What follows belongs to an exercise in optimizing a design on an open flow for small area, a short achievable clock period and few clock cycles per item; a production flow would make more cautious choices. Where RTL was checked, it was by simulation tests only, not by an equivalence proof against the original. Power figures rest on the tool's default switching activity, not on a simulated workload.

// pfde_seq
module pfde_seq (
    input  wire        clk,
    input  wire        rst,           
    input  wire        cmd_valid,
    output wire        cmd_ready,
    input  wire [15:0] cmd_count,     
    input  wire        in_valid,
    output reg         in_ready,
    input  wire [7:0]  in_data,
    output reg         out_valid,
    input  wire        out_ready,
    output reg  [31:0] out_id,
    output reg         done,          
    output wire        err,
    output wire [3:0]  err_code,
    output reg  [19:0] consumed
);
Size: about 90 I/O pins, roughly 0.012 mm2 of cells after synthesis.
clock: 5.5 ns
lec_check: 0
cap_margin: 20
core_margin: 2
core_utilization: 40
cts_buf_list: sky130_fd_sc_hd__clkbuf_8
setup_slack_margin: 2.4
slew_margin: 20
tns_end_percent: 10
standard.sh (not shown) runs the stock make flow with config.mk's settings and CLKGATE_MAP_FILE= SYNTH_SCRIPT=/design/flow/synth_recipe.tcl, a recipe that flattens the netlist after the stock synthesis.
==> flow/flow/run.sh <==
#!/bin/bash
# The standard layout (the standard.sh, standard synthesis included), with
# the port buffers that global placement inserts made of the smallest buffer
# cell instead of the default clkdlybuf4s50_1. Every port still gets its own
# buffer; nothing else changes. ORFS's step logs stay under orfs/logs/.
set -euo pipefail
export BUFFER_PORTS_ARGS="-buffer_cell sky130_fd_sc_hd__buf_1"
bash standard.sh > standard.log 2>&1
The starting point finished clean.
Testbench counts at the start, summed over its fixed seeds: cycles 120,404, items 81,405.
Edit:
==> flow/run.sh (new file) <==
#!/bin/bash
# synth_recipe.tcl (not shown) runs the flow's synth.tcl, then flattens the netlist and writes it again
# the make line also repeats each setting of config.mk as NAME=value (left out here)
make -C /OpenROAD-flow-scripts/flow DESIGN_CONFIG=/design/flow/config.mk WORK_HOME=/design/flow/orfs CLKGATE_MAP_FILE= SYNTH_SCRIPT=/design/flow/synth_recipe.tcl finish
Settings changed: SETUP_SLACK_MARGIN 2.4 to 2.0, TNS_END_PERCENT 10 to default.
removed: flow/flow/run.sh
removed: flow/standard.sh
After rerunning: Final area rose by 1.6%. Critical path depth fell by 1. Total power rose by 0.90%. Clock power fell by about 0.6%. Global-route usage fell by 0.11 points. Combinational power rose by about 3%. Fmax fell by 9.4%. Via count fell by 1.1%. Sequential power is about the same. Die area stays the same.
Edit:
==> flow/flow/run.sh (new file) <==
#!/bin/bash
# The standard layout (the standard.sh, standard synthesis included), with
# the port buffers that global placement inserts made of the smallest buffer
# cell instead of the default clkdlybuf4s50_1. Every port still gets its own
# buffer; nothing else changes. ORFS's step logs stay under orfs/logs/.
set -euo pipefail
export BUFFER_PORTS_ARGS="-buffer_cell sky130_fd_sc_hd__buf_1"
bash standard.sh > standard.log 2>&1
==> flow/standard.sh (new file) <==
#!/bin/bash
# synth_recipe.tcl (not shown) runs the flow's synth.tcl, then flattens the netlist and writes it again
# the make line also repeats each setting of config.mk as NAME=value (left out here)
make -C /OpenROAD-flow-scripts/flow DESIGN_CONFIG=/design/flow/config.mk WORK_HOME=/design/flow/orfs CLKGATE_MAP_FILE= SYNTH_SCRIPT=/design/flow/synth_recipe.tcl "${@:-finish}"
Settings changed: CTS_CLUSTER_DIAMETER from default to 100, CTS_CLUSTER_SIZE from default to 30, SETUP_SLACK_MARGIN 2.0 to 2.4.
removed: flow/run.sh
Cell area falls by about 0.8%.
Total power falls by about 2%.
Die area does not change.
Routed wire length is higher by about 2.1%.
Area after synthesis is unchanged.
Edit:
Settings changed: CTS_CLUSTER_DIAMETER 100 to default, CTS_CLUSTER_SIZE 30 to default, SETUP_SLACK_MARGIN 2.4 to 2.7.
Effect: The changed run finished clean; via count rises by 2.0%; core utilization came out higher by 2.4 points; die area stays the same; sequential cell count does not change; routed wire length climbs by 2.6%; setup slack gains 0.10 ns; synthesized cell count stays the same.

* * *

## delta
Another version of the RTL of pfde_seq (not shown whole).
For scale: roughly 1,400 cells after synthesis, ~140 flip-flops, about 90 I/O pins, about 0.012 mm² of cells after synthesis.
clock: 5.5 ns
lec_check: 0
cap_margin: 20
core_margin: 2
core_utilization: 40
slew_margin: 20
run.sh (not shown) runs the stock make flow with config.mk's settings and CLKGATE_MAP_FILE= SYNTH_SCRIPT=/design/flow/synth_recipe.tcl, a recipe that flattens the netlist after the stock synthesis.
Stock flow here: none of the scripts above is used.
Testbench counts of delta, summed over its fixed seeds: cycles 119,980, items 81,405.
What garnet does differently from delta at the input level:
- ABC_CLOCK_PERIOD_IN_PS now 3000, previously not set
- SETUP_SLACK_MARGIN now 2.5, previously not set
[summary]
- delta: done, clean on timing, DRC and antenna
- garnet completed end to end with timing, DRC and antenna clean.
- Row clock-buffer cell count: garnet higher / delta lower
- Compared with delta, in garnet global-route usage now sits higher; worst slew margin relative to its limit now sits lower; power density of the placed cells now sits lower.

* * *

pfde_seq, a different RTL version from the one above (not shown whole).
For scale: about 1300 cells after synthesis, about 150 flip-flops, roughly 12000 um^2 of cells after synthesis.
clock: 5.5 ns
lec_check: 0
cap_margin: 20
core_margin: 2
core_utilization: 40
setup_slack_margin: 2.5
slew_margin: 20
The first run completed with no timing, DRC or antenna violations.
Change:
- SETUP_SLACK_MARGIN: 2.5 -> 3.0
What happened: Design area rises by about 9%. Setup slack gets worse by 57 ps. Wire length rises by about 6%. Total power rises by 6.3%. Global-route usage rises by 1.0 points. First-iteration DRC count rises by about 23%. Non-clock buffer count rises by 85. Hold slack gets worse by 7.9 ps.
Function was not checked in any run of this note: the RTL went through the layout flow alone.

* * *

The RTL this note starts from:
==> flow/design.v <==
module pfde_seq (
    input  wire        clk,
    input  wire        rst,           
    input  wire        cmd_valid,
    output wire        cmd_ready,
    input  wire [15:0] cmd_count,     
    input  wire        in_valid,
    output reg         in_ready,
    input  wire [7:0]  in_data,
    output reg         out_valid,
    input  wire        out_ready,
    output reg  [31:0] out_id,
    output reg         done,          
    output wire        err,
    output wire [3:0]  err_code,
    output reg  [19:0] consumed
);
    localparam [2:0] S_IDLE = 3'd0,
                     S_BV0  = 3'd1,    
                     S_BV1  = 3'd2,    
                     S_BV2  = 3'd3,    
                     S_HDR  = 3'd4,    
                     S_FOR  = 3'd5,    
                     S_CON  = 3'd6,    
                     S_FIN  = 3'd7;    
    reg  [2:0]  state;
    reg  [15:0] rem;        
    reg  [7:0]  bl;         
    reg         lastblk;    
    reg  [5:0]  bw;         
    reg         wide;       
    reg         st2;        
    reg  [31:0] q;          
    reg  [5:0]  bcnt;       
    reg         pv;         
    reg  [31:0] pe;         
    reg         have;       
    reg         phi;        
    reg         pz;         
    reg         pcin;       
    reg         pfin;       
    reg         bv3;        
    reg         ec3, ec2, ec1;    
    assign err_code = {ec3, ec2, ec1, ec3};
    assign err      = ec1;
    function [15:0] rev16(input [15:0] x);
        integer i;
        for (i = 0; i < 16; i = i + 1) rev16[i] = x[15 - i];
    endfunction
    function [7:0] rev8(input [7:0] x);
        integer i;
        for (i = 0; i < 8; i = i + 1) rev8[i] = x[7 - i];
    endfunction
    function [15:0] tmask(input [4:0] k);
        integer i;
        for (i = 0; i < 16; i = i + 1) tmask[i] = (k > i);
    endfunction
    wire out_free = !out_valid || out_ready;
    wire s2_go  = pv && (phi || out_free);
    wire p_free = !pv || s2_go;
    wire [4:0] klo  = wide ? 5'd16 : bw[4:0];             
    wire [4:0] khi  = bw[5] ? 5'd16 : {1'b0, bw[3:0]};    
    wire [4:0] kcur = st2 ? khi : klo;
    wire [15:0] mlo = tmask(klo);
    wire [15:0] mhi = wide ? tmask(khi) : 16'd0;
    wire more1 = (bl[7:1] != 7'd0);                       
    wire more2 = (bl[7:2] != 6'd0) || (bl[1] && bl[0]);   
    wire more3 = (bl[7:2] > 6'd1);                        
    wire rem_big = (rem[15:8] != 8'd0) || (rem[7] && (rem[6:0] != 7'd0));
    wire is_for = (state == S_FOR);
    wire is_con = (state == S_CON);
    wire [6:0] b1 = {1'b0, bw};
    wire [6:0] b2 = {bw, 1'b0};
    wire [6:0] thr   = (wide && more2) ? 7'd127 :
                       ((more1 ? b2 : b1) - (st2 ? 7'd16 : 7'd0));
    wire [6:0] thr_s = (!wide)        ? (more2 ? b2 : b1) :
                       (!st2)         ? (more2 ? 7'd127 : ((more1 ? b2 : b1) - 7'd16)) :
                                        (more3 ? 7'd127 : (more2 ? b2 : b1));
    wire con_full = (bcnt >= bw);
    wire con_full8 = ({1'b0, bcnt} + 7'd8 >= b1);
    wire con_run  = bcnt[5];
    wire con_pad  = is_con && !in_ready && !con_run;   
    wire step   = is_for && have && p_free;
    wire fin    = !wide || st2;                           
    wire cemit  = is_con && con_run && p_free;
    wire id_end = (step && fin) || cemit;
    assign cmd_ready = (state == S_IDLE);
    wire byte_in = in_valid && in_ready;
    wire [46:0] qx  = {q[30:0], 16'd0};
    wire [30:0] sh4 = bcnt[4] ? qx[46:16] : qx[30:0];
    wire [22:0] sh3 = bcnt[3] ? sh4[30:8] : sh4[22:0];
    wire [18:0] sh2 = bcnt[2] ? sh3[22:4] : sh3[18:0];
    wire [16:0] sh1 = bcnt[1] ? sh2[18:2] : sh2[16:0];
    wire [15:0] sh0 = bcnt[0] ? sh1[16:1] : sh1[15:0];
    wire [15:0] ext = rev16(sh0) & (st2 ? mhi : mlo);
    wire [31:0] addend  = pe;
    wire        add_ci  = pcin;
    wire [31:0] acc     = pz ? 32'd0 : out_id;
    wire [31:0] ag0 = acc & addend;
    wire [31:0] ap0 = acc ^ addend;
    wire [31:0] ag [0:5];
    wire [31:0] ap [0:5];
    assign ag[0] = {ag0[31:1], ag0[0] | (ap0[0] & add_ci)};
    assign ap[0] = ap0;
    genvar lv, bt;
    generate
        for (lv = 0; lv < 5; lv = lv + 1) begin : g_lv
            for (bt = 0; bt < 32; bt = bt + 1) begin : g_bt
                if (((bt >> lv) & 1) == 1) begin : g_op
                    localparam integer J = ((bt >> lv) << lv) - 1;
                    assign ag[lv+1][bt] = ag[lv][bt] | (ap[lv][bt] & ag[lv][J]);
                    assign ap[lv+1][bt] = ap[lv][bt] & ap[lv][J];
                end else begin : g_pass
                    assign ag[lv+1][bt] = ag[lv][bt];
                    assign ap[lv+1][bt] = ap[lv][bt];
                end
            end
        end
    endgenerate
    wire [31:0] sum = ap0 ^ {ag[5][30:0], add_ci};
    wire [5:0] bc_8   = bcnt + 6'd8;
    wire [5:0] bc_k   = bcnt - {1'b0, kcur};
    wire [5:0] bc_8k  = bc_8 - {1'b0, kcur};
    wire [5:0] bcnt_ns = (byte_in || con_pad) ? bc_8 : bcnt;
    wire [5:0] bcnt_s  = byte_in ? bc_8k : bc_k;
    wire [5:0] bcnt_n  = step ? bcnt_s : bcnt_ns;
    wire ir_ns = (bcnt_ns <= 6'd23) && ({1'b0, bcnt_ns} < thr);
    wire ir_s  = (bcnt_s  <= 6'd23) && ({1'b0, bcnt_s}  < thr_s);
    wire ir_for = step ? ir_s : ir_ns;
    wire st2_n  = (step && wide) ? !st2 : st2;
    wire [4:0] kcur_s = (wide && !st2) ? khi : klo;
    wire have_ns = (bcnt_ns >= {1'b0, kcur});
    wire have_s  = (bcnt_s  >= {1'b0, kcur_s});
    wire have_n  = step ? have_s : have_ns;
    wire [7:0] cmask = (con_full8 && (bw[2:0] != 3'd0)) ? ~(8'hFF << bw[2:0]) : 8'hFF;
    wire [7:0] qin   = is_con ? (in_data & cmask) : in_data;
    wire [5:0] hdr_b    = in_data[5:0];
    wire [1:0] hdr_type = in_data[7:6];
    always @(posedge clk) begin
        if (rst) begin
            state     <= S_IDLE;
            in_ready  <= 1'b0;
            out_valid <= 1'b0;
            pv        <= 1'b0;
            done      <= 1'b0;
        end else begin
            done <= 1'b0;
            if (out_valid && out_ready)
                out_valid <= 1'b0;
            if (byte_in)
                consumed <= consumed + 20'd1;
            if (s2_go) begin
                out_id <= sum;
                if (pfin)
                    out_valid <= 1'b1;
            end
            if (step || cemit) begin
                pv   <= 1'b1;
                pe   <= is_con ? {rev16(q[15:0]), rev16(q[31:16])} :
                        st2    ? {ext, 16'd0} : {16'd0, ext};
                phi  <= is_for && st2;
                pz   <= 1'b0;
                pcin <= !(is_for && st2);
                pfin <= is_con || fin;
            end else if (s2_go)
                pv <= 1'b0;
            case (state)
            S_IDLE: begin
                in_ready <= cmd_valid && (cmd_count != 16'd0);
                if (cmd_valid) begin
                    consumed <= 20'd0;
                    ec3 <= 1'b0;
                    ec2 <= 1'b0;
                    ec1 <= 1'b0;
                    rem <= cmd_count - 16'd1;
                    state <= (cmd_count == 16'd0) ? S_FIN : S_BV0;
                end
            end
            S_BV0: begin
                if (byte_in) begin
                    bv3 <= in_data[6];
                    if (in_data[7:5] == 3'b111) begin
                        ec1      <= 1'b1;     
                        in_ready <= 1'b0;
                        state    <= S_FIN;
                    end else if (!in_data[7]) begin
                        pe       <= {25'd0, in_data[6:0]};
                        pv       <= 1'b1;
                        in_ready <= (rem != 16'd0);
                        state    <= (rem == 16'd0) ? S_FIN : S_HDR;
                    end else if (!in_data[6]) begin
                        pe     <= {18'd0, in_data[5:0], 8'd0};
                        state  <= S_BV1;
                    end else begin
                        pe     <= {11'd0, in_data[4:0], 16'd0};
                        state  <= S_BV1;
                    end
                    phi  <= 1'b0;
                    pz   <= 1'b1;
                    pcin <= 1'b0;
                    pfin <= 1'b1;
                end
            end
            S_BV1: begin
                if (byte_in) begin
                    pe[7:0] <= in_data;
                    if (!bv3) begin
                        pv        <= 1'b1;
                        in_ready  <= (rem != 16'd0);
                        state     <= (rem == 16'd0) ? S_FIN : S_HDR;
                    end else
                        state <= S_BV2;
                end
            end
            S_BV2: begin
                if (byte_in) begin
                    pe[15:8]     <= in_data;
                    pv           <= 1'b1;
                    in_ready     <= (rem != 16'd0);
                    state        <= (rem == 16'd0) ? S_FIN : S_HDR;
                end
            end
            S_HDR: begin
                if (byte_in) begin
                    bw   <= hdr_b;
                    have <= (hdr_b == 6'd0);
                    wide <= (hdr_b > 6'd16);
                    st2  <= 1'b0;
                    bcnt <= 6'd0;
                    lastblk <= !rem_big;
                    if (rem_big) begin
                        bl  <= 8'd128;
                        rem <= {rem[15:7] - 9'd1, rem[6:0]};
                    end else
                        bl  <= rem[7:0];
                    in_ready <= (hdr_type == 2'd0 || hdr_type == 2'd3) &&
                                (hdr_b <= 6'd32) && (hdr_b != 6'd0);
                    if (hdr_b > 6'd32) begin
                        ec2   <= 1'b1;     
                        ec1   <= 1'b1;
                        state <= S_FIN;
                    end else if (hdr_type == 2'd3 && hdr_b != 6'd0)
                        state <= S_CON;
                    else if (hdr_type == 2'd0 || hdr_type == 2'd3)
                        state <= S_FOR;      
                    else begin
                        ec3   <= 1'b1;     
                        ec1   <= 1'b1;
                        state <= S_FIN;
                    end
                end
            end
            S_FOR, S_CON: begin
                if (byte_in || con_pad)
                    q <= {q[23:0], byte_in ? rev8(qin) : 8'd0};
                bcnt <= bcnt_n;
                st2  <= st2_n;
                have <= have_n;
                in_ready <= is_for ? ir_for : (byte_in ? !con_full8 : !con_full);
                if (id_end) begin
                    bl <= bl - 8'd1;
                    if (!more1) begin
                        in_ready <= !lastblk;
                        state    <= lastblk ? S_FIN : S_HDR;
                    end
                end
            end
            default: begin  
                in_ready <= 1'b0;
                if (!pv && out_free) begin
                    done  <= 1'b1;
                    state <= S_IDLE;
                end
            end
            endcase
        end
    end
endmodule
clock: 5.5 ns
lec_check: 0
cap_margin: 10
core_margin: 2
core_utilization: 40
cts_buf_list: sky130_fd_sc_hd__clkbuf_8
setup_slack_margin: 2.55
slew_margin: 10
tns_end_percent: 10
standard.sh (not shown) runs the stock make flow with config.mk's settings and CLKGATE_MAP_FILE= SYNTH_SCRIPT=/design/flow/synth_recipe.tcl, a recipe that flattens the netlist after the stock synthesis.
==> flow/flow/run.sh <==
#!/bin/bash
# The standard layout (the standard.sh, standard synthesis included), with
# the port buffers that global placement inserts made of the smallest buffer
# cell instead of the default clkdlybuf4s50_1. Every port still gets its own
# buffer; nothing else changes. ORFS's step logs stay under orfs/logs/.
set -euo pipefail
export BUFFER_PORTS_ARGS="-buffer_cell sky130_fd_sc_hd__buf_1"
bash standard.sh > standard.log 2>&1
Testbench counts at the start, summed over its fixed seeds: cycles 120,404, items 81,405.
Then changed:
CAP_MARGIN = 20   (was 10)
SETUP_SLACK_MARGIN = 2.5   (was 2.55)
SLEW_MARGIN = 20   (was 10)
TNS_END_PERCENT = not set   (was 10)
After rerunning: The new run finished with timing, DRC and antenna clean; worst setup slack gets better by 55 ps; final cell count shrinks by 0.34%; routed wire length came out higher by 1.6%; design area falls by 0.60%.
Then changed:
CORE_UTILIZATION = 55   (was 40)
SETUP_SLACK_MARGIN = 2.45   (was 2.5)
TNS_END_PERCENT = 10   (was not set)
Result: Critical path depth came out lower by 2. Final area came out lower by 3.3%. Area after synthesis is unchanged. Routed wire length came out lower by 4.0%. Clock power came out higher by 7.1%. Die area came out lower by 27%. Sequential power hardly moves. Combinational power came out lower by about 7%. Core utilization came out higher by 16 points.
Then changed:
CORE_UTILIZATION = 40   (was 55)
SETUP_SLACK_MARGIN = 2.0   (was 2.45)
TNS_END_PERCENT = not set   (was 10)
After rerunning: Setup slack gets worse by 110 ps; sequential power barely changes; die area came out higher by 36%; cell count rose by 6.0%; routed wire length goes down by 0.41%; total power went down by 3.1%.
Then changed:
SETUP_SLACK_MARGIN = 2.4   (was 2.0)
The new run produced a clean layout.
Synthesized area stays the same.
Non-clock buffer count rose by 29.
Sequential power stays flat.
Synthesized cell count does not change.
Worst hold slack improved by 17 ps.
Then changed:
SETUP_SLACK_MARGIN = 2.3   (was 2.4)
Clock-buffer cell count does not change; maximum frequency shrinks by 2.1%; hold slack is worse by 21 ps; total power grows by 0.71%; setup slack is worse by 68 ps; sequential power is about the same; non-clock buffer count shrinks by 14; critical path depth grows by 4; register-to-register slack is worse by 70 ps.

re-timing with driven ports:
How much do the figures lean on ideal ports? The routed layouts below were timed once more, with nothing changed but the port constraints.
Step 1 sets driving cells, clkbuf_16 on the clock port and buf_2 on the other inputs (assumed; they add their load-dependent delay and slew).
Step 2 adds t to the input delays and takes it off the output delays; t is the mean of the earliest and latest rising clock arrival at the registers after step 1. Input paths then give back, and output paths get back, about the clock's delay inside the block.
Slacks: ideal / step 1 / step 2; pairs: ideal / step 1.
| run | shift t [ns] | setup slack, ns | worst setup path at the end | clock arrival spread, ns | slew at the worst register clock pin (ns) |
|---|---|---|---|---|---|
| the first run of note 1 | 0.516 | 2.346 / 2.346 / 1.900 | input to register | 0.019 / 0.018 | 0.11 / 0.11 |
| the second run of note 1 | 0.514 | 2.017 / 2.027 / 1.513 | input to register | 0.020 / 0.020 | 0.11 / 0.11 |
| the third run of note 1 | 0.518 | 2.405 / 2.405 / 1.973 | input to register | 0.024 / 0.024 | 0.12 / 0.12 |
| the fourth run of note 1 | 0.522 | 2.506 / 2.513 / 2.011 | input to register | 0.019 / 0.019 | 0.10 / 0.10 |
| delta | 0.482 | 0.300 / 0.300 / 0.300 | register to register | 0.019 / 0.019 | 0.08 / 0.08 |
| garnet | 0.490 | 1.056 / 1.056 / 1.056 | register to register | 0.021 / 0.022 | 0.08 / 0.08 |
| the first run of note 3 | 0.480 | 2.041 / 2.041 / 1.713 | input to register | 0.013 / 0.013 | 0.07 / 0.07 |
| the second run of note 3 | 0.485 | 1.984 / 1.984 / 1.899 | input to register | 0.023 / 0.023 | 0.09 / 0.09 |
| the first run of note 4 | 0.512 | 2.371 / 2.371 / 1.948 | input to register | 0.017 / 0.017 | 0.11 / 0.11 |
| the second run of note 4 | 0.524 | 2.426 / 2.426 / 1.970 | input to register | 0.022 / 0.022 | 0.12 / 0.12 |
| the third run of note 4 | 0.510 | 2.273 / 2.273 / 1.821 | input to register | 0.023 / 0.023 | 0.11 / 0.11 |
| the fourth run of note 4 | 0.518 | 2.164 / 2.164 / 1.703 | input to register | 0.017 / 0.017 | 0.11 / 0.11 |
| the fifth run of note 4 | 0.518 | 2.405 / 2.405 / 1.973 | input to register | 0.024 / 0.024 | 0.12 / 0.12 |
| the sixth run of note 4 | 0.516 | 2.337 / 2.337 / 1.911 | input to register | 0.018 / 0.017 | 0.11 / 0.11 |
After both steps every run listed still meets setup and hold. The setup slack of the second run of note 1, which loses most, moves by +0.010 ns with the drivers and by -0.504 ns with both steps.
